Background: an optimization exercise with open tools, aiming at small area. Do not read the settings as production practice.
Where RTL was checked, it was by simulation tests only, not by an equivalence proof against the original.
The RTL of run 4 was laid out without a check of its function.
Power is estimated from default activity; no workload was simulated.

**flow/design.v**
```verilog
module qed_rotary (
    input  wire       clk,
    input  wire       rst,
    input  wire       step,       
    input  wire [1:0] sample,     
    output reg  [2:0] fsm,        
    output reg  [1:0] last,       
    output reg        ev_cw,      
    output reg        ev_ccw      
);
    localparam [2:0] S_START    = 3'd0,
                     S_CW_FINAL = 3'd1,
                     S_CW_BEGIN = 3'd2,
                     S_CW_NEXT  = 3'd3,
                     S_CCW_BEGIN = 3'd4,
                     S_CCW_FINAL = 3'd5,
                     S_CCW_NEXT  = 3'd6;
    reg [4:0] entry;
    always @(*) begin
        case (fsm)
            S_START: case (sample)
                2'b00: entry = {2'b00, S_START};
                2'b01: entry = {2'b00, S_CCW_BEGIN};
                2'b10: entry = {2'b00, S_CW_BEGIN};
                default: entry = {2'b00, S_START};
            endcase
            S_CW_FINAL: case (sample)
                2'b00: entry = {2'b01, S_START};
                2'b01: entry = {2'b00, S_CW_FINAL};
                2'b10: entry = {2'b00, S_START};
                default: entry = {2'b00, S_CW_NEXT};
            endcase
            S_CW_BEGIN: case (sample)
                2'b00: entry = {2'b00, S_START};
                2'b01: entry = {2'b00, S_START};
                2'b10: entry = {2'b00, S_CW_BEGIN};
                default: entry = {2'b00, S_CW_NEXT};
            endcase
            S_CW_NEXT: case (sample)
                2'b00: entry = {2'b00, S_START};
                2'b01: entry = {2'b00, S_CW_FINAL};
                2'b10: entry = {2'b00, S_CW_BEGIN};
                default: entry = {2'b00, S_CW_NEXT};
            endcase
            S_CCW_BEGIN: case (sample)
                2'b00: entry = {2'b00, S_START};
                2'b01: entry = {2'b00, S_CCW_BEGIN};
                2'b10: entry = {2'b00, S_START};
                default: entry = {2'b00, S_CCW_NEXT};
            endcase
            S_CCW_FINAL: case (sample)
                2'b00: entry = {2'b10, S_START};
                2'b01: entry = {2'b00, S_START};
                2'b10: entry = {2'b00, S_CCW_FINAL};
                default: entry = {2'b00, S_CCW_NEXT};
            endcase
            S_CCW_NEXT: case (sample)
                2'b00: entry = {2'b00, S_START};
                2'b01: entry = {2'b00, S_CCW_BEGIN};
                2'b10: entry = {2'b00, S_CCW_FINAL};
                default: entry = {2'b00, S_CCW_NEXT};
            endcase
            default: entry = {2'b00, S_START};
        endcase
    end
    wire change = step && (sample != last);
    always @(*) begin
        ev_cw  = change && (entry[4:3] == 2'b01);
        ev_ccw = change && (entry[4:3] == 2'b10);
    end
    always @(posedge clk) begin
        if (rst) begin
            fsm  <= S_START;
            last <= 2'b00;
        end else if (change) begin
            fsm  <= entry[2:0];
            last <= sample;
        end
    end
endmodule
module qed_button #(
    parameter integer DEBOUNCE_TICKS = 20
) (
    input  wire clk,
    input  wire rst,
    input  wire step,           
    input  wire btn,            
    output reg  level,          
    output wire accept          
);
    reg [4:0] wait_cnt;
    wire ready = (wait_cnt == 5'd0);
    assign accept = step && (btn != level) && ready;
    always @(posedge clk) begin
        if (rst) begin
            wait_cnt <= 5'd0;
            level    <= 1'b1;
        end else if (step) begin
            if (accept) begin
                level    <= btn;
                wait_cnt <= DEBOUNCE_TICKS - 1;
            end else if (!ready) begin
                wait_cnt <= wait_cnt - 5'd1;
            end
        end
    end
endmodule
module qed_fifo (
    input  wire         clk,
    input  wire         rst,
    input  wire         flush,
    input  wire         pop,
    input  wire         push0,      
    input  wire         kind0,      
    input  wire         push1,      
    input  wire         kind1,      
    input  wire         ovf_clr,
    output wire [2:0]   head,       
    output reg  [4:0]   count,
    output reg          ovf
);
    reg [1:0] mem_e [0:7];          
    reg [1:0] mem_o [0:7];          
    reg [3:0] rd_ptr;
    wire       nonempty = (count != 5'd0);
    wire [1:0] hd = rd_ptr[0] ? mem_o[rd_ptr[3:1]] : mem_e[rd_ptr[3:1]];
    assign head = nonempty ? {hd[1] & hd[0], hd[1] ^ hd[0], ~hd[0]} : 3'd0;
    wire       do_pop = pop && nonempty && !flush;
    wire [4:0] cnt_h  = flush ? 5'd0 : (count - {4'd0, do_pop});
    wire       ok0   = push0 && !cnt_h[4];
    wire [4:0] cnt_0 = cnt_h + {4'd0, ok0};
    wire       ok1   = push1 && !cnt_0[4];
    wire       drop  = (push0 && !ok0) || (push1 && !ok1);
    wire [3:0] wr0   = rd_ptr + (flush ? 4'd0 : count[3:0]);
    wire       fv    = ok0 || ok1;
    wire [1:0] fdata = push0 ? {1'b0, kind0} : {1'b1, kind1};
    wire       sv    = ok0 && ok1;
    wire [1:0] sdata = {1'b1, kind1};
    wire       we_e   = wr0[0] ? sv : fv;
    wire [1:0] wd_e   = wr0[0] ? sdata : fdata;
    wire [2:0] wa_e   = wr0[3:1] + {2'd0, wr0[0]};
    wire       we_o   = wr0[0] ? fv : sv;
    wire [1:0] wd_o   = wr0[0] ? fdata : sdata;
    wire [2:0] wa_o   = wr0[3:1];
    always @(posedge clk) begin
        if (we_e)
            mem_e[wa_e] <= wd_e;
        if (we_o)
            mem_o[wa_o] <= wd_o;
    end
    always @(posedge clk) begin
        if (rst) begin
            rd_ptr <= 4'd0;
            count  <= 5'd0;
            ovf    <= 1'b0;
        end else begin
            rd_ptr <= rd_ptr + {3'd0, do_pop};
            count  <= cnt_0 + {4'd0, ok1};
            if (drop)
                ovf <= 1'b1;
            else if (ovf_clr)
                ovf <= 1'b0;
        end
    end
endmodule
module qed_top (
    input  wire        clk,
    input  wire        rst,           
    input  wire        tick,          
    input  wire        enc_a,
    input  wire        enc_b,
    input  wire        btn,           
    input  wire        host_en,       
    input  wire        host_we,       
    input  wire [7:0]  host_addr,
    input  wire [15:0] host_wdata,
    output wire [15:0] host_rdata,    
    output wire        irq
);
    wire rd = host_en && !host_we;
    wire wr = host_en &&  host_we;
    wire in_blk = (host_addr[7:2] == 6'b000100);
    wire a_data   = in_blk && (host_addr[1:0] == 2'd0);
    wire a_status = in_blk && (host_addr[1:0] == 2'd1);
    wire a_ctrl   = in_blk && (host_addr[1:0] == 2'd2);
    wire a_state  = in_blk && (host_addr[1:0] == 2'd3);
    wire [2:0] fsm;
    wire [1:0] enc_last;
    wire       ev_cw, ev_ccw;
    wire       btn_level;
    wire       ev_btn;
    qed_rotary u_rot (
        .clk(clk), .rst(rst), .step(tick), .sample({enc_a, enc_b}),
        .fsm(fsm), .last(enc_last), .ev_cw(ev_cw), .ev_ccw(ev_ccw)
    );
    qed_button #(.DEBOUNCE_TICKS(20)) u_btn (
        .clk(clk), .rst(rst), .step(tick), .btn(btn),
        .level(btn_level), .accept(ev_btn)
    );
    reg irq_en;
    always @(posedge clk) begin
        if (rst)
            irq_en <= 1'b0;
        else if (wr && a_ctrl)
            irq_en <= host_wdata[0];
    end
    wire [2:0] head;
    wire [4:0] count;
    wire       ovf;
    qed_fifo u_fifo (
        .clk(clk), .rst(rst),
        .flush(wr && a_ctrl && host_wdata[1]),
        .pop(rd && a_data),
        .push0(ev_cw || ev_ccw), .kind0(ev_ccw),
        .push1(ev_btn), .kind1(btn),
        .ovf_clr(wr && a_status && host_wdata[15]),
        .head(head), .count(count), .ovf(ovf)
    );
    assign irq = irq_en && (count != 5'd0);
    reg [7:0] rdata_next;
    always @(*) begin
        rdata_next = 8'd0;
        if (a_data)   rdata_next = {5'd0, head};
        if (a_status) rdata_next = {ovf, 2'd0, count};
        if (a_ctrl)   rdata_next = {7'd0, irq_en};
        if (a_state)  rdata_next = {1'b0, enc_last, btn_level, 1'b0, fsm};
    end
    reg [7:0] rdata_q;                
    always @(posedge clk)
        rdata_q <= rdata_next;
    assign host_rdata = {rdata_q[7], 8'd0, rdata_q[6:0]};
endmodule
```
**flow/config.mk**
```make
export PLATFORM = sky130hd
export DESIGN_NAME = qed_top
export DESIGN_NICKNAME = qed_top
export VERILOG_FILES = /design/flow/design.v
export SDC_FILE = /design/flow/constraint.sdc
export NUM_CORES = 4
export LEC_CHECK = 0
export CAP_MARGIN = 20
export CORE_MARGIN = 2
export CORE_UTILIZATION = 40
export SLEW_MARGIN = 20
```
**flow/constraint.sdc**
```tcl
create_clock -name core_clock -period 6.0 [get_ports {clk}]
set_input_delay 1.2000 -clock core_clock [delete_from_list [all_inputs] [get_ports {clk}]]
set_output_delay 1.2000 -clock core_clock [all_outputs]
set_load 0.01 [all_outputs]
```
**flow/run.sh**
```bash
#!/bin/bash
# synth_recipe.tcl (not shown) runs the flow's synth.tcl, then flattens the netlist and writes it again
# the make line also repeats each setting of config.mk as NAME=value (left out here)
make -C /OpenROAD-flow-scripts/flow DESIGN_CONFIG=/design/flow/config.mk WORK_HOME=/design/flow/orfs CLKGATE_MAP_FILE= SYNTH_SCRIPT=/design/flow/synth_recipe.tcl finish
```
==> results of run 1 <==
[placed cells by master (no fill, tap or decap), types with 3 or more instances in the layout]
cell and count:
edfxtp_1 32, dfxtp_1 30, nor2_1 28, clkdlybuf4s50_1 27, nand2_1 23, nor3_1 15, a21oi_1 15, ha_1 15
o21ai_0 13, nor2b_1 12, mux4_2 9, clkbuf_8 9, xor2_1 8, xnor2_1 8, conb_1 8, buf_4 8
nand3_1 7, inv_1 7, mux2i_1 5, nor4b_1 4, nand3b_1 4, and3_1 4, nor4_1 4, and3_2 3
nand2b_1 3, mux2_2 3, or2_2 3, a22oi_1 3
[synthesized netlist by cell type (all sizes together), types with 6 or more instances]
| library cell | count | share of area, % |
|---|---|---|
| a21oi | 15 | 2.2 |
| nand3 | 7 | 1.0 |
| o21ai | 13 | 1.9 |
| nand2 | 23 | 2.5 |
| nor2b | 13 | 2.6 |
| inv | 7 | 0.76 |
| mux4 | 9 | 5.9 |
| edfxtp | 32 | 28 |
| clkbuf | 8 | 1.2 |
| dfxtp | 30 | 17 |
| xnor2 | 9 | 2.5 |
| nor2 | 29 | 3.2 |
| buf | 12 | 2.5 |
| nor3 | 15 | 2.2 |
| xor2 | 8 | 2.0 |
| and3 | 7 | 1.4 |
| ha | 15 | 5.5 |
| nor4b | 6 | 2.1 |
[metrics by stage]
step	hold WS, ps	power, mW	setup slack (ps)	cells	cell area, um2
global route	496	0.980	210	458	3960
detailed placement	455	0.588	192	442	3770
floorplan	431	0.559	979	323	3470
global placement	472	0.585	283	442	3770
finish	475	0.941	533	458	3960
CTS	473	0.946	519	458	3960
[sequential cells by signal, indices dropped and copies added, names as in the netlist]
signal and cells:
u_rot.fsm 3, rdata_q 8, u_fifo.mem_e 16, u_fifo.ovf 1, u_fifo.rd_ptr 4, u_fifo.count 5
irq_en 1, u_fifo.mem_o 16, u_rot.last 2, u_btn.wait_cnt 5, u_btn.level 1
[routing by layer]
layer	global-route usage (%)	vias to the layer above	wire, um
met2	23.6	57	3170
li1	-	1204	-
met5	0	-	0
met3	3.68	10	293
met1	22.3	1113	3550
met4	6.61	0	130
[area by class of cell]
cell class,instances,share of cell area [%]
Clock buffer,10,3.22
Clock inverter,6,1.55
Inverter,7,0.664
Multi-Input combinational cell,233,43.4
Sequential cell,62,39.5
Tap cell,105,3.32
Timing Repair Buffer,35,8.35
[worst max-delay path, stage by stage]
cell and delay (ps):
clkdlybuf4s50_1 440, nor4b_4 310, nand3_1 180, nor3_1 360, ha_1 240, ha_1 180, nor3b_2 250, xnor2_1 130
nor2_2 180, nor2_1 70, ha_1 230, ha_1 200, and3_2 170, a31o_2 250, mux2_4 330, nor2_1 100
ha_1 200, ha_1 190, nand2_1 60, or3_1 310, a21oi_1 130
[power by group]
group | switching (mW) | internal [mW] | leakage [nW]
logic | 0.0603 | 0.0502 | 0.844
registers | 0.0124 | 0.456 | 0.569
clock network | 0.172 | 0.190 | 0.0880
total | 0.245 | 0.697 | 1.50
[cells by family after synthesis]
logic type | Yosys count | share of synthesized area (%)
xor gates and xnor gates | 18 | 5.20
other | 1 | 0.109
and+or+nand+nor | 126 | 20.5
DFF | 62 | 45.4
AOI/OAI and AO/OA | 45 | 7.96
buffers and inverters | 28 | 5.42
muxes | 18 | 8.76
adders and majority gates | 18 | 6.62
[final timing paths]
| path | cells past startpoint | slack [ps] | end | startpoint |
|---|---|---|---|---|
| worst max-delay path | 21 | 530 | u_fifo.count[4]$_SDFF_PP0_ | host_addr[3] |
| worst min-delay path | 1 | 480 | rdata_q[7]$_SDFF_PP0_ | u_fifo.ovf$_SDFFE_PP0P_ |
| worst max register to register | 21 | 1370 | u_fifo.count[4]$_SDFF_PP0_ | u_fifo.count[2]$_SDFF_PP0_ |
| worst min register to register | 1 | 480 | rdata_q[7]$_SDFF_PP0_ | u_fifo.ovf$_SDFFE_PP0P_ |
==> flow_summary.json, run 1 <==
{
  "status": "timing/DRC/antenna clean",
  "finalCritPeriodShare_pct": 91.1,
  "coreArea_um2": 8260,
  "drtAntennaViolNets": 0,
  "required_ps": 6260,
  "synth_edf_count": 32,
  "powerDensity_nw_per_um2": 238,
  "fillCellCount": 770,
  "fp.dieH_um": 96.7,
  "yosysUniqueCellTypes": 62,
  "clock-root-buffer": "clkbuf_8",
  "ys_seq_elements": 62,
  "first_iter_violations": 128,
  "cts_hold_buf": 0,
  "yosysWarningCount": 4,
  "synthArstFlopShare_pct": 0,
  "num_antenna_cells": 0,
  "grt_max_degree": 23,
  "gp_congestion": 0.797,
  "clock_skew_ps": 8.10,
  "tightest_slew_ps": 884,
  "track_usage_pct": 15.8,
  "final-hold-violation-count": 0,
  "yosys_most_used_dff": "edfxtp_1",
  "rsz0062_at_grt": "no",
  "wirelength_um": 7150,
  "grt-ovfl-total": 0,
  "cts_sinks": 62,
  "max-vdd-ir-drop_mv": 0.118,
  "critPathArrivalTime_ps": 5730,
  "crit_path_end_kind": "register",
  "area_growth_pct": 15.0,
  "setup_tns_ps": 0,
  "die_w_um": 96.7,
  "fmax_mhz": 183,
  "rows": 33,
  "clock_path_buffers": 2,
  "cts_setup_buffers": 0,
  "nets": 396,
  "port_buffers": 27,
  "wl_per_cell_um": 15.6,
  "syn_inst": 316,
  "first_pass_iters": 4,
  "ff_latch_area_um2": 1560,
  "drc": 0,
  "report.final.setup_viol": 0,
  "timing.slew.headroom_pct": 40.9,
  "vias": 2384,
  "multi_input_area_um2": 1720,
  "max-cap-violations": 0,
  "io_pins": 49,
  "fin_crit_ps": 5470,
  "synth_area_per_cell_um2": 10.9,
  "start_util_pct": 41.7,
  "syn-cell-area_um2": 3440,
  "p_leak_nw": 1.50,
  "yosysSeqAreaShare_pct": 45.4,
  "dp_hpwl_um": 5110,
  "path_clk_slew_ps": 70,
  "viasPerCell": 5.21,
  "worstSkewPairLatency_ps": 350,
  "die_area_um2": 9360,
  "maxSlewViolCount": 0,
  "final_util_pct": 47.9,
  "start_kind": "input pin",
  "grt_pass1_vias": 2283,
  "grt_pass1_wl_um": 11600,
  "h-tree-depth": 3,
  "postCtsResizedCells": 0,
  "critical_path_class": "input pin to register",
  "worst-path-max-fanout": 4,
  "drive_above_1_share_pct": 13.9,
  "antenna_found_initial": 0,
  "cts_tree": "yes",
  "cts-buffers-inserted": 9,
  "worst_hold_path_type": "register to register"
}
==> inputs of run 2 (changes only) <==
--- a/flow/config.mk
+++ b/flow/config.mk
@@ -6,4 +6,5 @@
 export NUM_CORES = 4
 export LEC_CHECK = 0
+export ABC_AREA = 1
 export CAP_MARGIN = 20
 export CORE_MARGIN = 2
==> run 2 against run 1 <==
Compared with the run above: still clean; core utilization fell by 0.82 points; clock-buffer cell count fell by 1; critical path depth rose by 7; total power increased by 4.1%; clock skew rose by 1.6 ps; combinational power grew 9%; non-clock buffer count is 8 lower; sequential share of layout area down 0.85 points; global-route usage decreased by 0.17 points; critical path type unchanged; largest cell class unchanged.
==> flow_summary.json, run 2 <==
{
  "wirelength_um": 7070,
  "grt-ovfl-total": 0,
  "report.final.setup_viol": 0,
  "powerDensity_nw_per_um2": 242,
  "max-cap-violations": 0,
  "drtAntennaViolNets": 0,
  "vias": 2722,
  "synth_top_family_by_area": "simple AND/OR/NAND/NOR gates",
  "yosys_most_used_dff": "edfxtp_1",
  "slowest_stage": "clkdlybuf4s50_1",
  "path_clk_slew_ps": 70,
  "syn_inst": 409,
  "track_usage_pct": 15.7,
  "fillCellCount": 828,
  "wl_per_cell_um": 12.8,
  "cts_setup_buffers": 0,
  "fin_crit_ps": 5040,
  "synthXorXnorAreaFrac_pct": 2.22,
  "postCtsResizedCells": 0,
  "cts-buffers-inserted": 9,
  "yosysSeqAreaShare_pct": 44.7,
  "yosysUniqueCellTypes": 41,
  "grt_pass1_wl_um": 11900,
  "antenna_found_initial": 0,
  "synthArstFlopShare_pct": 0,
  "final-hold-violation-count": 0,
  "synth_most_common_cell": "nand2_1",
  "num_antenna_cells": 0,
  "dp_hpwl_um": 5370,
  "max_stage_delay_ps": 470,
  "synth_compound_area_share_pct": 13.6,
  "clock-root-buffer": "clkbuf_8",
  "rsz0062_at_grt": "no",
  "max-vdd-ir-drop_mv": 0.198,
  "synthAdderAreaFrac_pct": 5.94,
  "yosysWarningCount": 4,
  "grt_pass1_vias": 2597,
  "p_total_mw": 0.980,
  "clock_path_buffers": 2,
  "maxSlewViolCount": 0,
  "cts_sinks": 62,
  "grt_max_degree": 29,
  "io_pins": 49,
  "critical_path_class": "input pin to register",
  "timing.slew.headroom_pct": 32.7,
  "coreArea_um2": 8590,
  "synth_area_leaders": "edfxtp_1 (27%), dfxtp_1 (17%), nand2_1 (7.6%), inv_1 (6.1%), ha_1 (5.4%)",
  "yosys.area.top_type": "edfxtp_1",
  "crit_path_end_kind": "register",
  "die_w_um": 97.5,
  "port_buffers": 27,
  "start_kind": "input pin",
  "status": "timing/DRC/antenna clean",
  "placed_cell_area_um2": 3830,
  "die_area_um2": 9500,
  "nets": 488,
  "clock_skew_ps": 9.75,
  "syn-cell-area_um2": 3490,
  "final_util_pct": 47.1,
  "drive_above_1_share_pct": 11.9,
  "crit_top_cell": "ha_1",
  "worst_hold_path_type": "register to register",
  "synth_edf_count": 32,
  "p_leak_nw": 1.61,
  "fmax_mhz": 198,
  "synthMuxAreaShare_pct": 2.29,
  "reg_top3": "u_fifo.mem_e x16, u_fifo.mem_o x16, rdata_q x8",
  "setup_tns_ps": 0,
  "critPathArrivalTime_ps": 5280,
  "worst-path-max-fanout": 3,
  "synth_top_area_share_pct": 27.5,
  "h-tree-depth": 3,
  "drc": 0,
  "synth_simple_gate_area_share_pct": 21.4,
  "viasPerCell": 4.92,
  "cts_tree": "yes",
  "ys_seq_elements": 62,
  "gp_congestion": 0.808,
  "cts_hold_buf": 0,
  "worstSkewPairLatency_ps": 340,
  "start_util_pct": 40.7,
  "finalCritPeriodShare_pct": 84.0,
  "area_growth_pct": 15.8,
  "required_ps": 6240,
  "synth_area_per_cell_um2": 8.54,
  "first_iter_violations": 59,
  "final_common_cell": "nand2_1",
  "design_area_um2": 4050,
  "tightest_slew_ps": 999,
  "rows": 34,
  "first_pass_iters": 5,
  "fp.dieH_um": 97.5,
  "final_cell_mix": "nand2_1 (71), inv_1 (57), nor2_1 (32), edfxtp_1 (32), dfxtp_1 (29)",
  "ys_top_cells_by_count": "nand2_1 (71), inv_1 (57), edfxtp_1 (32), nor2_1 (32), dfxtp_1 (30)"
}
run 2: worst max-delay path: cells and delay by family:
kind / cells / cell delay (ps)
XOR/XNOR: 1 / 260
adder cells (fa/ha/maj): 6 / 1120
buffers and inverters: 6 / 780
AND/OR/NAND/NOR: 15 / 1900
run 2: stage by stage:
stage	setup slack, ps	hold WS [ps]	instances
3_3_place_gp	640	414	537
4_1_cts	930	425	553
5_1_grt	520	459	553
2_1_floorplan	1570	405	416
6_report	960	422	553
3_5_place_dp	573	417	537
run 2: final timing paths:
| path | start | to | slack [ps] | depth (start not counted) |
|---|---|---|---|---|
| worst min-delay path | u_fifo.ovf$_SDFFE_PP0P_ | rdata_q[7]$_SDFF_PP0_ | 420 | 2 |
| worst max register to register | u_fifo.count[2]$_SDFF_PP0_ | u_fifo.count[4]$_SDFF_PP0_ | 2130 | 25 |
| worst min register to register | u_fifo.ovf$_SDFFE_PP0P_ | rdata_q[7]$_SDFF_PP0_ | 420 | 2 |
| worst max-delay path | host_addr[4] | u_fifo.count[4]$_SDFF_PP0_ | 960 | 28 |
run 2: power by group:
| group | internal, mW | switching [mW] |
|---|---|---|
| clock | 0.231 | 0.160 |
| combinational | 0.0456 | 0.0744 |
| sequential | 0.459 | 0.0106 |
run 2: area by class of cell:
| type | instances | area [um2] | share of cell area, % |
|---|---|---|---|
| Inverter | 64 | 248 | 6.12 |
| Clock inverter | 7 | 88.8 | 2.19 |
| Clock buffer | 9 | 124 | 3.06 |
| Multi-Input combinational cell | 276 | 1620 | 40.0 |
| Tap cell | 108 | 135 | 3.34 |
| Timing Repair Buffer | 27 | 270 | 6.68 |
| Sequential cell | 62 | 1560 | 38.6 |
run 2: logic make-up after synthesis:
kind of cell | after synthesis
other | 1
adders and majority gates | 16
buffers and inverters | 78
xor gates and xnor gates | 8
DFF | 62
AOI/OAI and AO/OA | 80
and+or+nand+nor | 156
muxes | 8
run 2: layer usage:
layer | routed length, um | part of all wire (%) | up-vias | GRT usage, %
li1 | - | - | 1411 | -
met1 | 3460 | 49 | 1263 | 20.6
met2 | 3280 | 46 | 37 | 25.1
met3 | 197 | 2.8 | 11 | 3.81
met4 | 126 | 1.8 | 0 | 5.88
met5 | 0 | 0 | - | 0
==> inputs of run 3 (changes only) <==
--- a/flow/config.mk
+++ b/flow/config.mk
@@ -6,7 +6,8 @@
 export NUM_CORES = 4
 export LEC_CHECK = 0
-export ABC_AREA = 1
 export CAP_MARGIN = 20
 export CORE_MARGIN = 2
 export CORE_UTILIZATION = 40
+export CTS_CLUSTER_DIAMETER = 200
+export CTS_CLUSTER_SIZE = 64
 export SLEW_MARGIN = 20
==> run 3 against run 2 <==
Compared with the run above: global-route usage up 0.17 points; worst setup slack got worse by 430 ps; clock skew down 1.6 ps; critical path type unchanged; largest cell class unchanged; largest power group unchanged; highest routed layer unchanged.
==> flow_summary.json, run 3 <==
{
  "coreArea_um2": 8260,
  "yosys_most_used_dff": "edfxtp_1",
  "clock_skew_ps": 8.10,
  "ys_seq_elements": 62,
  "final_util_pct": 47.9,
  "fmax_mhz": 183,
  "required_ps": 6260,
  "start_kind": "input pin",
  "worst_hold_path_type": "register to register",
  "die_area_um2": 9360,
  "first_iter_violations": 128,
  "worstSkewPairLatency_ps": 350,
  "synth_top_area_share_pct": 27.9,
  "placed_cell_area_um2": 3770,
  "worst-path-max-fanout": 4,
  "yosysSeqAreaShare_pct": 45.4,
  "port_buffers": 27,
  "num_antenna_cells": 0,
  "cts-buffers-inserted": 9,
  "synth_area_per_cell_um2": 10.9,
  "drc": 0,
  "rsz0062_at_grt": "no",
  "drtAntennaViolNets": 0,
  "reg2reg_slack_ps": 1370,
  "postCtsResizedCells": 0,
  "yosysWarningCount": 4,
  "cts_tree": "yes",
  "finalCritPeriodShare_pct": 91.1,
  "timing.slew.headroom_pct": 40.9,
  "start_util_pct": 41.7,
  "powerDensity_nw_per_um2": 238,
  "crit_path_end_kind": "register",
  "status": "timing/DRC/antenna clean",
  "cts_setup_buffers": 0,
  "final_common_cell": "edfxtp_1",
  "io_pins": 49,
  "clock_path_buffers": 2,
  "wl_per_cell_um": 15.6,
  "maxSlewViolCount": 0,
  "report.final.setup_viol": 0,
  "syn-cell-area_um2": 3440,
  "grt_pass1_vias": 2283,
  "antenna_found_initial": 0,
  "vias": 2384,
  "synth_edf_count": 32,
  "wirelength_um": 7150,
  "fin_crit_ps": 5470,
  "dp_hpwl_um": 5110,
  "cts_sinks": 62,
  "crit_start": "host_addr[3]",
  "yosysUniqueCellTypes": 62,
  "grt_pass1_wl_um": 11600,
  "ys_top_cells_by_count": "edfxtp_1 (32), dfxtp_1 (30), nor2_1 (28), nand2_1 (23)",
  "grt-ovfl-total": 0,
  "first_pass_iters": 4,
  "max-cap-violations": 0,
  "yosys.area.top_type": "edfxtp_1",
  "critical_path_class": "input pin to register",
  "viasPerCell": 5.21,
  "hp-start": "u_fifo.ovf$_SDFFE_PP0P_",
  "cts_hold_buf": 0,
  "die_w_um": 96.7,
  "critPathArrivalTime_ps": 5730,
  "synth_area_leaders": "edfxtp_1 (28%), dfxtp_1 (17%), mux4_2 (5.9%), ha_1 (5.5%), nor2_1 (3.1%)",
  "final_cell_mix": "edfxtp_1 (32), dfxtp_1 (30), nor2_1 (28), clkdlybuf4s50_1 (27), nand2_1 (23)",
  "clock-root-buffer": "clkbuf_8",
  "tightest_slew_ps": 884,
  "path_clk_slew_ps": 70,
  "fp.dieH_um": 96.7,
  "crit-reg2reg-launch": "u_fifo.count[2]$_SDFF_PP0_",
  "drive_above_1_share_pct": 13.9,
  "track_usage_pct": 15.8,
  "syn_inst": 316,
  "synthArstFlopShare_pct": 0,
  "nets": 396,
  "h-tree-depth": 3,
  "area_growth_pct": 15.0,
  "grt_max_degree": 23,
  "design_area_um2": 3960,
  "synth_most_common_cell": "edfxtp_1",
  "setup_tns_ps": 0,
  "max-vdd-ir-drop_mv": 0.118,
  "reg_top3": "u_fifo.mem_e x16, u_fifo.mem_o x16, rdata_q x8",
  "fillCellCount": 770,
  "p_leak_nw": 1.50,
  "gp_congestion": 0.797,
  "final-hold-violation-count": 0,
  "rows": 33
}
## run 3: cell types whose count changed in the layout (fill, tap and decap cells not counted), sizes merged, moves of 7 or more
cell / change
a21oi: -23
buf: +8
inv: -55
mux4: +9
nand2: -57
nand3: -16
nor2: -7
nor2b: +13
nor3: +8
o211ai: -7
o21ai: -15
## run 3: metal layers
metal | routed length, um | track usage [%] | share of wire, % | vias to the layer above
met1 | 3550 | 22.3 | 50 | 1113
met2 | 3170 | 23.6 | 44 | 57
met3 | 293 | 3.68 | 4.1 | 10
met4 | 130 | 6.61 | 1.8 | 0
li1 | - | - | - | 1204
met5 | 0 | 0 | 0 | -
## run 3: cells by family (layout without fill, tap and decap cells)
kind of cell	after synthesis	after routing	synth area share (%)
DFF	62	62	45.4
AOI/OAI and AO/OA	45	45	7.96
xor gates and xnor gates	18	18	5.20
other	1	8	0.109
and+or+nand+nor	126	126	20.5
buffers and inverters	28	58	5.42
adders and majority gates	18	18	6.62
muxes	18	18	8.76
## run 3: cell type report
type	count	area [um2]	area share (%)
multi-input cells	233	1720	43.4
flip-flops and latches	62	1560	39.5
repair buffers	35	330	8.35
well taps	105	131	3.32
clock buffers	10	128	3.22
clock inverters	6	61.3	1.55
inverters	7	26.3	0.664
## run 3: report_power, final
group | total [mW] | switching (mW) | internal [mW]
combinational | 0.110 | 0.0603 | 0.0502
sequential | 0.469 | 0.0124 | 0.456
clock | 0.362 | 0.172 | 0.190
## run 3: critical path: stages
cell and delay, ps:
clkdlybuf4s50_1 440, nor4b_4 310, nand3_1 180, nor3_1 360, ha_1 240, ha_1 180
nor3b_2 250, xnor2_1 130, nor2_2 180, nor2_1 70, ha_1 230, ha_1 200
and3_2 170, a31o_2 250, mux2_4 330, nor2_1 100, ha_1 200, ha_1 190
nand2_1 60, or3_1 310, a21oi_1 130
## run 3: worst paths after layout
kind                                endpoint  cells after the start
setup / recovery  u_fifo.count[4]$_SDFF_PP0_                     21
hold / removal         rdata_q[7]$_SDFF_PP0_                      1
setup reg to reg  u_fifo.count[4]$_SDFF_PP0_                     21
hold reg to reg        rdata_q[7]$_SDFF_PP0_                      1
## run 3: per-stage QoR
stage                     cells  total power [mW]  hold WS [ps]  worst slack [ps]
final                       458             0.941           475               533
after global routing        458             0.980           496               210
after CTS                   458             0.946           473               519
after detailed placement    442             0.588           455               192
after global placement      442             0.585           472               283
after floorplan             323             0.559           431               979
==> inputs of run 4 (changes only) <==
--- a/flow/design.v
+++ b/flow/design.v
@@ -120,9 +120,7 @@
     output reg          ovf
 );
-    reg [1:0] mem_e [0:7];          
-    reg [1:0] mem_o [0:7];          
-    reg [3:0] rd_ptr;
+    reg [1:0] mem [0:15];
     wire       nonempty = (count != 5'd0);
-    wire [1:0] hd = rd_ptr[0] ? mem_o[rd_ptr[3:1]] : mem_e[rd_ptr[3:1]];
+    wire [1:0] hd = mem[0];
     assign head = nonempty ? {hd[1] & hd[0], hd[1] ^ hd[0], ~hd[0]} : 3'd0;
     wire       do_pop = pop && nonempty && !flush;
@@ -132,5 +130,5 @@
     wire       ok1   = push1 && !cnt_0[4];
     wire       drop  = (push0 && !ok0) || (push1 && !ok1);
-    wire [3:0] wr0   = rd_ptr + (flush ? 4'd0 : count[3:0]);
+    wire [3:0] wr0   = cnt_h[3:0];
     wire       fv    = ok0 || ok1;
     wire [1:0] fdata = push0 ? {1'b0, kind0} : {1'b1, kind1};
@@ -143,17 +141,18 @@
     wire [1:0] wd_o   = wr0[0] ? fdata : sdata;
     wire [2:0] wa_o   = wr0[3:1];
-    always @(posedge clk) begin
-        if (we_e)
-            mem_e[wa_e] <= wd_e;
-        if (we_o)
-            mem_o[wa_o] <= wd_o;
+    integer i;
+    always @(posedge clk) begin
+        for (i = 0; i < 16; i = i + 1) begin
+            if ((i % 2 == 0) ? (we_e && wa_e == i / 2) : (we_o && wa_o == i / 2))
+                mem[i] <= (i % 2 == 0) ? wd_e : wd_o;
+            else if (do_pop && i < 15)
+                mem[i] <= mem[i + 1];
+        end
     end
     always @(posedge clk) begin
         if (rst) begin
-            rd_ptr <= 4'd0;
             count  <= 5'd0;
             ovf    <= 1'b0;
         end else begin
-            rd_ptr <= rd_ptr + {3'd0, do_pop};
             count  <= cnt_0 + {4'd0, ok1};
             if (drop)
--- a/flow/config.mk
+++ b/flow/config.mk
@@ -9,5 +9,4 @@
 export CORE_MARGIN = 2
 export CORE_UTILIZATION = 40
-export CTS_CLUSTER_DIAMETER = 200
-export CTS_CLUSTER_SIZE = 64
+export CTS_BUF_LIST = sky130_fd_sc_hd__clkbuf_4
 export SLEW_MARGIN = 20
==> run 4 against run 3 <==
Compared with the run above: global-route usage up 1.1 points; critical endpoint is now u_fifo.mem[0][0]$_DFFE_PP_; wire length up 2.3%; clock skew up 17 ps; clock-buffer cell count up 1; total power down 10%; critical path depth down 1; maximum frequency up 0.62%; worst hold slack better by 1.9 ps; combinational power up 11%; via count up 8.0%.
==> flow_summary.json, run 4 <==
{
  "status": "timing/DRC/antenna clean",
  "p_seq_share_pct": 52.1,
  "synthArstFlopShare_pct": 0,
  "hold_depth": 2,
  "start_util_pct": 41.2,
  "ys_seq_elements": 58,
  "nets": 416,
  "p_sw_mw": 0.226,
  "final_cell_mix": "nor2_1 (36), edfxtp_1 (32), mux2_2 (29), nand2_1 (27), clkdlybuf4s50_1 (27)",
  "swShare_pct": 26.7,
  "cts-buffers-inserted": 9,
  "reg2reg_depth": 20,
  "cts_hold_buf": 0,
  "yosys.area.top_type": "edfxtp_1",
  "antenna_found_initial": 0,
  "worst-path-max-fanout": 8,
  "crit-reg2reg-launch": "u_fifo.count[2]$_SDFF_PP0_",
  "worst_hold_path_type": "register to register",
  "timing.slew.headroom_pct": 44.3,
  "synth_top_area_share_pct": 28.4,
  "viasPerCell": 5.32,
  "reg2reg_slack_ps": 1410,
  "yosys_most_used_dff": "edfxtp_1",
  "largest_register_ffs": 32,
  "p_leak_nw": 1.50,
  "postLayoutSetupSlackWorst_ps": 566,
  "vias": 2574,
  "first_iter_violations": 131,
  "r2r_end": "u_fifo.mem[0][0]$_DFFE_PP_",
  "first_pass_iters": 4,
  "yosysWarningCount": 5,
  "drc": 0,
  "multi_input_area_um2": 1750,
  "drive_above_1_share_pct": 17.9,
  "gp_congestion": 0.817,
  "p_int_mw": 0.620,
  "finalCritPeriodShare_pct": 90.6,
  "yosysSeqAreaShare_pct": 43.8,
  "fp.dieH_um": 96.0,
  "die_area_um2": 9210,
  "grt-ovfl-total": 0,
  "clock_skew_ps": 24.7,
  "dp_cells": 468,
  "power_frac_comb_pct": 14.5,
  "wirelength_um": 7310,
  "hp-start": "irq_en$_SDFFE_PP0N_",
  "worstSkewPairLatency_ps": 400,
  "fin_crit_ps": 5430,
  "report.final.setup_viol": 0,
  "coreArea_um2": 8220,
  "yosysUniqueCellTypes": 55,
  "critical_path_class": "input pin to register",
  "setup_tns_ps": 0,
  "dp_hpwl_um": 5410,
  "max-cap-violations": 0,
  "synth_area_leaders": "edfxtp_1 (28%), dfxtp_1 (15%), mux2_2 (9.7%), nor2_1 (4.0%), ha_1 (3.7%)",
  "io_pins": 49,
  "grt_pass1_wl_um": 11700,
  "h-tree-depth": 3,
  "clock-root-buffer": "clkbuf_4",
  "fmax_mhz": 184,
  "path_clk_slew_ps": 100,
  "reg_top3": "u_fifo.mem x32, rdata_q x8",
  "clock_power_share_pct": 33.5,
  "required_ps": 6140,
  "worst_hold_path.endpoint": "irq_en$_SDFFE_PP0N_",
  "pre_cts_ws_ps": 179,
  "powerDensity_nw_per_um2": 216,
  "track_usage_pct": 16.9,
  "grt_max_degree": 19,
  "synth_area_per_cell_um2": 9.84,
  "num_antenna_cells": 0,
  "die_w_um": 96.0,
  "final-hold-violation-count": 0,
  "max-vdd-ir-drop_mv": 0.107,
  "cts_setup_buffers": 0,
  "start_kind": "input pin",
  "cts_sinks": 58,
  "fillCellCount": 783,
  "largest_register": "u_fifo.mem",
  "stdcell_count": 484,
  "grt_pass1_vias": 2388,
  "syn-cell-area_um2": 3380,
  "area_growth_pct": 15.4,
  "hold_ws_ps": 477,
  "synth_most_common_cell": "nor2_1",
  "clock_path_buffers": 2,
  "port_buffers": 27,
  "postCtsResizedCells": 0,
  "wl_per_cell_um": 15.1,
  "tightest_slew_ps": 831,
  "final_common_cell": "nor2_1",
  "rows": 33,
  "ys_top_cells_by_count": "nor2_1 (36), edfxtp_1 (32), mux2_2 (29), nand2_1 (27), dfxtp_1 (26)",
  "rsz0062_at_grt": "no",
  "ff_latch_area_um2": 1480,
  "drtAntennaViolNets": 0,
  "cts_tree": "yes",
  "critPathArrivalTime_ps": 5580,
  "crit_path_end_kind": "register",
  "synth_edf_count": 32,
  "syn_inst": 344,
  "maxSlewViolCount": 0
}
[run 4: cell types whose count changed after synthesis, moves of 5 or more]
| cell | change |
|---|---|
| ha_1 | -5 |
| clkbuf_1 | +11 |
| nor3_1 | -11 |
| nor3b_1 | +8 |
| nor2_1 | +8 |
| mux2_2 | +26 |
| mux4_2 | -9 |
| nand3_1 | +8 |
[run 4: metal layers]
| layer | share of wire (%) | global-route usage (%) | up-vias | wire length (um) |
|---|---|---|---|---|
| li1 | - | - | 1293 | - |
| met1 | 49 | 23.0 | 1222 | 3560 |
| met2 | 46 | 26.5 | 53 | 3330 |
| met3 | 4.6 | 4.31 | 6 | 338 |
| met4 | 1.1 | 5.36 | 0 | 78 |
| met5 | 0 | 0 | - | 0 |
[run 4: how the worst max path moves through the flow]
stage	from	endpoint	slack, ps	depth (start not counted)
3_3_place_gp	host_addr[5]	u_fifo.mem[11][0]$_DFFE_PP_	280	20
4_1_cts	host_addr[5]	u_fifo.mem[0][0]$_DFFE_PP_	570	20
5_1_grt	host_addr[5]	u_fifo.mem[11][1]$_DFFE_PP_	160	20
6_report	host_addr[5]	u_fifo.mem[0][0]$_DFFE_PP_	570	20
2_1_floorplan	host_addr[5]	u_fifo.mem[2][0]$_DFFE_PP_	110	20
3_5_place_dp	host_addr[5]	u_fifo.mem[11][0]$_DFFE_PP_	180	20
[run 4: power by group through the flow]
stage	Combinational (mW)	Clock [mW]	Sequential [mW]
final	0.122	0.283	0.440
after global routing	0.138	0.306	0.442
after CTS	0.123	0.288	0.440
after detailed placement	0.122	0	0.449
after global placement	0.119	0	0.448
after floorplan	0.0929	0	0.444
[run 4: cells by family after synthesis]
family | share of synthesized area [%]
flops | 43.8
fa+ha+maj | 3.70
compound gates | 11.4
buf+inv | 5.18
simple gates | 20.3
other cells | 0.111
mux | 11.7
xor+xnor | 3.88
[run 4: cell type report]
| type | instances | area share, % |
|---|---|---|
| Multi-Input combinational cell | 255 | 44.9 |
| Sequential cell | 58 | 37.9 |
| Timing Repair Buffer | 39 | 9.23 |
| Tap cell | 105 | 3.36 |
| Clock buffer | 11 | 2.11 |
| Clock inverter | 5 | 1.41 |
| Inverter | 11 | 1.06 |
[run 4: through the flow]
| stage | area [um2] | utilization (%) | power [mW] |
|---|---|---|---|
| 4_1_cts | 3910 | 47.5 | 0.851 |
| 5_1_grt | 3910 | 47.5 | 0.886 |
| 2_1_floorplan | 3410 | - | 0.537 |
| 6_report | 3910 | 47.5 | 0.845 |
| 3_5_place_dp | 3770 | 45.9 | 0.571 |
| 3_3_place_gp | 3770 | 45.9 | 0.568 |
[run 4: critical path: stages]
cell and delay, ps:
clkdlybuf4s50_1 410, nor4b_1 440, and2_0 230, nand3_1 120
inv_1 160, ha_1 190, ha_1 160, nor3b_1 220
xnor2_1 180, nor2_1 60, nor2_1 90, ha_1 190
ha_1 160, inv_1 60, o32ai_1 280, buf_4 210
o21ai_0 100, and3_1 300, o211ai_1 400, mux2_2 390
==> inputs of run 5 (changes only) <==
--- a/flow/design.v
+++ b/flow/design.v
@@ -79,7 +79,5 @@
     end
 endmodule
-module qed_button #(
-    parameter integer DEBOUNCE_TICKS = 20
-) (
+module qed_button (
     input  wire clk,
     input  wire rst,
@@ -89,17 +87,18 @@
     output wire accept          
 );
-    reg [4:0] wait_cnt;
-    wire ready = (wait_cnt == 5'd0);
+    reg [4:0] wait_q;
+    wire ready = (wait_q == 5'd0);
     assign accept = step && (btn != level) && ready;
+    wire [4:0] wait_next = {wait_q[3:0], ~(wait_q[4] ^ wait_q[2])};
     always @(posedge clk) begin
         if (rst) begin
-            wait_cnt <= 5'd0;
-            level    <= 1'b1;
+            wait_q <= 5'd0;
+            level  <= 1'b1;
         end else if (step) begin
             if (accept) begin
-                level    <= btn;
-                wait_cnt <= DEBOUNCE_TICKS - 1;
+                level  <= btn;
+                wait_q <= 5'b00101;
             end else if (!ready) begin
-                wait_cnt <= wait_cnt - 5'd1;
+                wait_q <= wait_next;
             end
         end
@@ -120,5 +119,5 @@
     output reg          ovf
 );
-    reg [1:0] mem [0:15];
+    reg [1:0] mem [0:15];           
     wire       nonempty = (count != 5'd0);
     wire [1:0] hd = mem[0];
@@ -139,5 +138,5 @@
     wire [2:0] wa_e   = wr0[3:1] + {2'd0, wr0[0]};
     wire       we_o   = wr0[0] ? fv : sv;
-    wire [1:0] wd_o   = wr0[0] ? fdata : sdata;
+    wire [1:0] wd_o   = ~(wr0[0] ? fdata : sdata);
     wire [2:0] wa_o   = wr0[3:1];
     integer i;
@@ -147,5 +146,5 @@
                 mem[i] <= (i % 2 == 0) ? wd_e : wd_o;
             else if (do_pop && i < 15)
-                mem[i] <= mem[i + 1];
+                mem[i] <= ~mem[i + 1];
         end
     end
@@ -193,5 +192,5 @@
         .fsm(fsm), .last(enc_last), .ev_cw(ev_cw), .ev_ccw(ev_ccw)
     );
-    qed_button #(.DEBOUNCE_TICKS(20)) u_btn (
+    qed_button u_btn (
         .clk(clk), .rst(rst), .step(tick), .btn(btn),
         .level(btn_level), .accept(ev_btn)
==> run 5 against run 4 <==
Compared with the run above: cell count is 1.7% lower; sequential power shrank 2%; flip-flop and latch count did not move; clock-buffer cell count down 2; largest cell class unchanged; worst hold slack got worse by 6.7 ps; still clean on timing, DRC and antenna; register-to-register slack worse by 50 ps; die area down 2.9%.
==> flow_summary.json, run 5 <==
{
  "final_common_cell": "mux2i_1",
  "nets": 407,
  "hold_ws_ps": 470,
  "tightest_slew_ps": 780,
  "path_clk_slew_ps": 90,
  "p_total_mw": 0.830,
  "port_buffers": 27,
  "synth_top_area_share_pct": 29.3,
  "critPathArrivalTime_ps": 5700,
  "dp_cells": 460,
  "fin_crit_ps": 5560,
  "powerDensity_nw_per_um2": 209,
  "drive_above_1_share_pct": 14.0,
  "finalCritPeriodShare_pct": 92.7,
  "first_iter_violations": 116,
  "status": "timing/DRC/antenna clean",
  "swShare_pct": 24.5,
  "viasPerCell": 5.31,
  "yosysWarningCount": 5,
  "crit-reg2reg-launch": "u_fifo.count[2]$_SDFF_PP0_",
  "synthArstFlopShare_pct": 0,
  "stdcell_count": 476,
  "cts_tree": "yes",
  "largest_register_ffs": 32,
  "die_w_um": 94.6,
  "die_area_um2": 8940,
  "antenna_found_initial": 0,
  "synth_area_per_cell_um2": 10.5,
  "fp.dieH_um": 94.6,
  "grt_pass1_vias": 2241,
  "wirelength_um": 7250,
  "rows": 33,
  "fmax_mhz": 180,
  "cts-buffers-inserted": 9,
  "start_util_pct": 40.5,
  "max-vdd-ir-drop_mv": 0.120,
  "coreArea_um2": 8090,
  "worstSkewPairLatency_ps": 410,
  "drtAntennaViolNets": 0,
  "vias": 2526,
  "timing.slew.headroom_pct": 47.6,
  "final_cell_mix": "mux2i_1 (43), edfxtp_1 (32), buf_4 (28), nor2_1 (27), clkdlybuf4s50_1 (27)",
  "postLayoutSetupSlackWorst_ps": 436,
  "yosysSeqAreaShare_pct": 45.2,
  "cts_sinks": 58,
  "io_pins": 49,
  "grt_pass1_wl_um": 11400,
  "reg2reg_depth": 19,
  "clock-root-buffer": "clkbuf_4",
  "p_int_mw": 0.626,
  "drc": 0,
  "largest_register": "u_fifo.mem",
  "syn_inst": 311,
  "ys_seq_elements": 58,
  "hold_depth": 2,
  "maxSlewViolCount": 0,
  "pre_cts_ws_ps": 20.3,
  "reg_top3": "u_fifo.mem x32, rdata_q x8",
  "power_frac_comb_pct": 10.6,
  "wl_per_cell_um": 15.2,
  "yosys.area.top_type": "edfxtp_1",
  "critical_path_class": "input pin to register",
  "synth_edf_count": 32,
  "crit_path_end_kind": "register",
  "final-hold-violation-count": 0,
  "cts_hold_buf": 0,
  "max-cap-violations": 0,
  "grt_max_degree": 19,
  "num_antenna_cells": 0,
  "yosysUniqueCellTypes": 57,
  "report.final.setup_viol": 0,
  "first_pass_iters": 4,
  "area_growth_pct": 20.8,
  "synth_area_leaders": "edfxtp_1 (29%), dfxtp_1 (16%), mux2i_1 (13%), ha_1 (3.4%), nor2_1 (3.1%)",
  "p_sw_mw": 0.203,
  "syn-cell-area_um2": 3280,
  "worst-path-max-fanout": 4,
  "setup_tns_ps": 0,
  "cts_setup_buffers": 0,
  "p_seq_share_pct": 51.8,
  "clock_skew_ps": 10.2,
  "yosys_most_used_dff": "edfxtp_1",
  "worst_hold_path.endpoint": "u_fifo.ovf$_SDFFE_PP0P_",
  "clock_power_share_pct": 37.5,
  "track_usage_pct": 17.0,
  "rsz0062_at_grt": "no",
  "r2r_end": "u_fifo.mem[0][0]$_DFFE_PP_",
  "postCtsResizedCells": 0,
  "start_kind": "input pin",
  "reg2reg_slack_ps": 1360,
  "required_ps": 6130,
  "hp-start": "u_fifo.ovf$_SDFFE_PP0P_",
  "grt-ovfl-total": 0,
  "ys_top_cells_by_count": "mux2i_1 (43), edfxtp_1 (32), nor2_1 (27), dfxtp_1 (26), nand2_1 (24)",
  "clock_path_buffers": 2,
  "worst_hold_path_type": "register to register",
  "synth_most_common_cell": "mux2i_1",
  "p_leak_nw": 1.72,
  "gp_congestion": 0.848,
  "h-tree-depth": 3,
  "dp_hpwl_um": 5320
}
[run 5: through the flow]
| stage | util (%) | area, um2 |
|---|---|---|
| 2_1_floorplan | - | 3310 |
| 3_3_place_gp | 47.1 | 3810 |
| 3_5_place_dp | 47.1 | 3810 |
| 4_1_cts | 49.0 | 3960 |
| 5_1_grt | 49.0 | 3960 |
| 6_report | 49.0 | 3960 |
[run 5: worst max path at each step]
stage                 start                    endpoint  slack (ps)  depth (start not counted)
6_report       host_addr[3]  u_fifo.mem[0][0]$_DFFE_PP_         440                         20
5_1_grt        host_addr[3]  u_fifo.count[4]$_SDFF_PP0_          40                         25
4_1_cts        host_addr[3]  u_fifo.mem[0][1]$_DFFE_PP_         430                         20
3_5_place_dp   host_addr[3]  u_fifo.count[4]$_SDFF_PP0_          20                         25
3_3_place_gp   host_addr[3]  u_fifo.mem[0][1]$_DFFE_PP_          50                         20
2_1_floorplan  host_addr[3]  u_fifo.mem[0][0]$_DFFE_PP_         470                         19
[run 5: cell families after synthesis]
kind of cell	count (synthesis)	share of synthesized area, %
compound gates	56	13.1
xor+xnor	13	3.47
fa+ha+maj	9	3.43
buf+inv	30	4.65
flops	58	45.2
mux	44	13.5
other cells	1	0.114
simple gates	100	16.6
[run 5: metal layers]
| metal | vias to the layer above | part of all wire, % | global-route usage (%) |
|---|---|---|---|
| met5 | - | 0 | 0 |
| met4 | 0 | 1.2 | 5.43 |
| met3 | 9 | 4.8 | 5.03 |
| met2 | 53 | 46 | 26.6 |
| met1 | 1201 | 48 | 22.7 |
| li1 | 1263 | - | - |
[run 5: final cells by class]
class,count,area (um2)
multi-input combinational,230,1670
sequential,58,1480
clock inverter,7,83.8
tap,105,131
timing repair buffer,55,480
fill,790,4130
inverter,12,45.0
clock buffer,9,67.6
[run 5: critical path: stages]
cell and delay [ps]:
clkdlybuf4s50_1 450, nor4b_4 340, nand2_1 110, nor4_1 320
nand3b_1 150, inv_1 130, ha_1 190, ha_1 160
nor3b_1 220, xnor2_1 190, o21ai_0 140, inv_1 70
ha_1 150, ha_1 160, a21boi_0 190, o2111ai_1 210
nor4_1 320, a21oi_1 260, a2111oi_4 510, or2_2 200
[run 5: power by group through the flow]
| stage | sequential (mW) | clock (mW) | combinational, mW |
|---|---|---|---|
| floorplan | 0.436 | 0 | 0.0619 |
| CTS | 0.430 | 0.318 | 0.0883 |
| detailed placement | 0.439 | 0 | 0.0877 |
| global route | 0.432 | 0.333 | 0.0977 |
| global placement | 0.439 | 0 | 0.0866 |
| finish | 0.430 | 0.311 | 0.0881 |
==> inputs of run 6 (changes only) <==
--- a/flow/config.mk
+++ b/flow/config.mk
@@ -9,4 +9,3 @@
 export CORE_MARGIN = 2
 export CORE_UTILIZATION = 40
-export CTS_BUF_LIST = sky130_fd_sc_hd__clkbuf_4
 export SLEW_MARGIN = 20
==> run 6 against run 5 <==
Compared with the run above: still clean; non-clock buffer count stayed put; total power up 8.9%; wire length up 1.0%; clock skew fell by 3.2 ps; worst setup slack got worse by 58 ps; cell area is 1.6% higher; register-to-register slack lost 130 ps; critical path type unchanged; critical endpoint is now u_fifo.mem[0][1]$_DFFE_PP_.
==> flow_summary.json, run 6 <==
{
  "max-vdd-ir-drop_mv": 0.133,
  "synth_area_per_cell_um2": 10.5,
  "worst-path-max-fanout": 4,
  "max-cap-violations": 0,
  "yosysWarningCount": 5,
  "final-hold-violation-count": 0,
  "port_buffers": 27,
  "largest_register": "u_fifo.mem",
  "crit_path_end_kind": "register",
  "synth_area_leaders": "edfxtp_1 (29%), dfxtp_1 (16%), mux2i_1 (13%), ha_1 (3.4%), nor2_1 (3.1%)",
  "yosys_most_used_dff": "edfxtp_1",
  "die_w_um": 94.6,
  "syn_inst": 311,
  "path_clk_slew_ps": 60,
  "start_kind": "input pin",
  "wirelength_um": 7320,
  "synth_edf_count": 32,
  "start_util_pct": 40.5,
  "nets": 407,
  "cts_setup_buffers": 0,
  "reg_top3": "u_fifo.mem x32, rdata_q x8",
  "fillCellCount": 784,
  "first_iter_violations": 147,
  "first_pass_iters": 4,
  "viasPerCell": 5.30,
  "powerDensity_nw_per_um2": 225,
  "final_common_cell": "mux2i_1",
  "yosysUniqueCellTypes": 57,
  "fin_crit_ps": 5620,
  "cts_tree": "yes",
  "coreArea_um2": 8090,
  "dp_hpwl_um": 5320,
  "timing.slew.headroom_pct": 47.7,
  "clock_skew_ps": 7.01,
  "drtAntennaViolNets": 0,
  "status": "timing/DRC/antenna clean",
  "worst_hold_path_type": "register to register",
  "area_growth_pct": 22.7,
  "finalCritPeriodShare_pct": 93.7,
  "gp_congestion": 0.848,
  "drc": 0,
  "postLayoutSetupSlackWorst_ps": 379,
  "tightest_slew_ps": 779,
  "report.final.setup_viol": 0,
  "h-tree-depth": 3,
  "largest_register_ffs": 32,
  "grt-ovfl-total": 0,
  "fmax_mhz": 178,
  "rows": 33,
  "antenna_found_initial": 0,
  "synthArstFlopShare_pct": 0,
  "wl_per_cell_um": 15.4,
  "pre_cts_ws_ps": 20.3,
  "io_pins": 49,
  "critical_path_class": "input pin to register",
  "drive_above_1_share_pct": 14.3,
  "maxSlewViolCount": 0,
  "synth_most_common_cell": "mux2i_1",
  "num_antenna_cells": 0,
  "cts-buffers-inserted": 9,
  "track_usage_pct": 17.0,
  "required_ps": 6060,
  "die_area_um2": 8940,
  "grt_max_degree": 19,
  "clock_path_buffers": 2,
  "ys_seq_elements": 58,
  "cts_sinks": 58,
  "syn-cell-area_um2": 3280,
  "synth_top_area_share_pct": 29.3,
  "p_total_mw": 0.904,
  "grt_pass1_wl_um": 11500,
  "clock-root-buffer": "clkbuf_8",
  "yosysSeqAreaShare_pct": 45.2,
  "rsz0062_at_grt": "no",
  "grt_pass1_vias": 2256,
  "final_cell_mix": "mux2i_1 (43), edfxtp_1 (32), buf_4 (28), nor2_1 (27), clkdlybuf4s50_1 (27)",
  "worstSkewPairLatency_ps": 340,
  "ys_top_cells_by_count": "mux2i_1 (43), edfxtp_1 (32), nor2_1 (27), dfxtp_1 (26), nand2_1 (24)",
  "yosys.area.top_type": "edfxtp_1",
  "setup_tns_ps": 0,
  "p_leak_nw": 1.74,
  "critPathArrivalTime_ps": 5680,
  "fp.dieH_um": 94.6,
  "vias": 2524
}
## run 6: cell counts after synthesis
Identical to the previous run, type by type.
## run 6: what timing repair did
action | in CTS | in global routing
hold buffers | 0 | 0
gates resized for setup | 0 | 1
setup endpoints to repair | 0 | 5
## run 6: worst max-delay path: stages
cell and delay, ps:
clkdlybuf4s50_1 450, nor4b_4 340, nand2_1 130, nor4_2 270
nand3b_1 140, inv_1 120, ha_1 190, ha_1 160
nor3b_1 220, xnor2_1 190, o21ai_0 140, inv_1 70
ha_1 150, ha_1 160, a21boi_0 190, o2111ai_1 210
nor4_1 330, a21oi_1 270, a2111oi_4 520, or2_2 210
## run 6: final cells by class
cell class / count / area (um2) / share of cell area (%)
clock buffer: 9 / 124 / 3.08
clock inverter: 7 / 83.8 / 2.08
inverter: 12 / 45.0 / 1.12
multi-input combinational: 230 / 1680 / 41.7
sequential: 58 / 1480 / 36.8
tap: 105 / 131 / 3.26
timing repair buffer: 55 / 480 / 11.9
## run 6: cell families after synthesis
logic type | synth area share [%]
AND/OR/NAND/NOR | 16.6
flip-flops | 45.2
AO/OA/AOI/OAI | 13.1
multiplexers | 13.5
buffers and inverters | 4.65
XOR/XNOR | 3.47
adder cells (fa/ha/maj) | 3.43
other | 0.114
## run 6: metrics by stage
step	util, %	hold WS, ps	area (um2)	std cells
final	49.7	466	4030	476
after global routing	49.7	477	4030	476
after CTS	49.7	463	4020	476
after detailed placement	47.1	456	3810	460
after global placement	47.1	451	3810	460
after floorplan	-	439	3310	318
## run 6: worst paths after layout
kind,from,end,slack (ps),cells past startpoint
setup / recovery,host_addr[3],u_fifo.mem[0][1]$_DFFE_PP_,380,20
hold / removal,u_fifo.ovf$_SDFFE_PP0P_,u_fifo.ovf$_SDFFE_PP0P_,470,2
setup reg to reg,u_fifo.count[2]$_SDFF_PP0_,u_fifo.mem[0][1]$_DFFE_PP_,1230,19
hold reg to reg,u_fifo.ovf$_SDFFE_PP0P_,u_fifo.ovf$_SDFFE_PP0P_,470,2
## run 6: layer usage
layer	track usage (%)	part of all wire, %	up-vias
met5	0	0	-
met1	22.7	48	1195
li1	-	-	1261
met2	26.7	46	54
met3	4.79	4.5	14
met4	5.68	1.5	0
## run 6: report_power, final
part	total (mW)	switching [mW]	leakage (nW)	internal, mW
clock network	0.384	0.156	0.102	0.229
registers	0.430	0.00732	0.503	0.423
logic	0.0891	0.0497	1.14	0.0394
total	0.904	0.213	1.74	0.691

## afterwards: timing with drivers on the ports
Ports are ideal in the flow. The routed layouts listed here were re-timed in OpenROAD.
Step 1 assumes that a clkbuf_16 drives the clock port and a buf_2 every other input.
Step 2 times the ports against the registers' clock, not the clock port: input delays grow and output delays shrink by t, the midpoint of the rising clock arrivals with the driver on.
Three values: ideal, step 1, step 2; two values: the first two.
run	shift t [ns]	setup WS [ns]	worst setup path at the end
run 1	0.372	0.533 / 0.536 / 0.163	input to register
run 2	0.365	0.960 / 0.963 / 0.598	input to register
run 3	0.372	0.533 / 0.536 / 0.163	input to register
run 4	0.416	0.566 / 0.576 / 0.159	input to register
run 5	0.436	0.436 / 0.442 / 0.005	input to register
run 6	0.370	0.379 / 0.386 / 0.015	input to register
After both steps setup and hold are still met in every run listed. For run 5, which loses most, drivers alone change the setup slack by +0.006 ns; drivers and shift together by -0.431 ns.
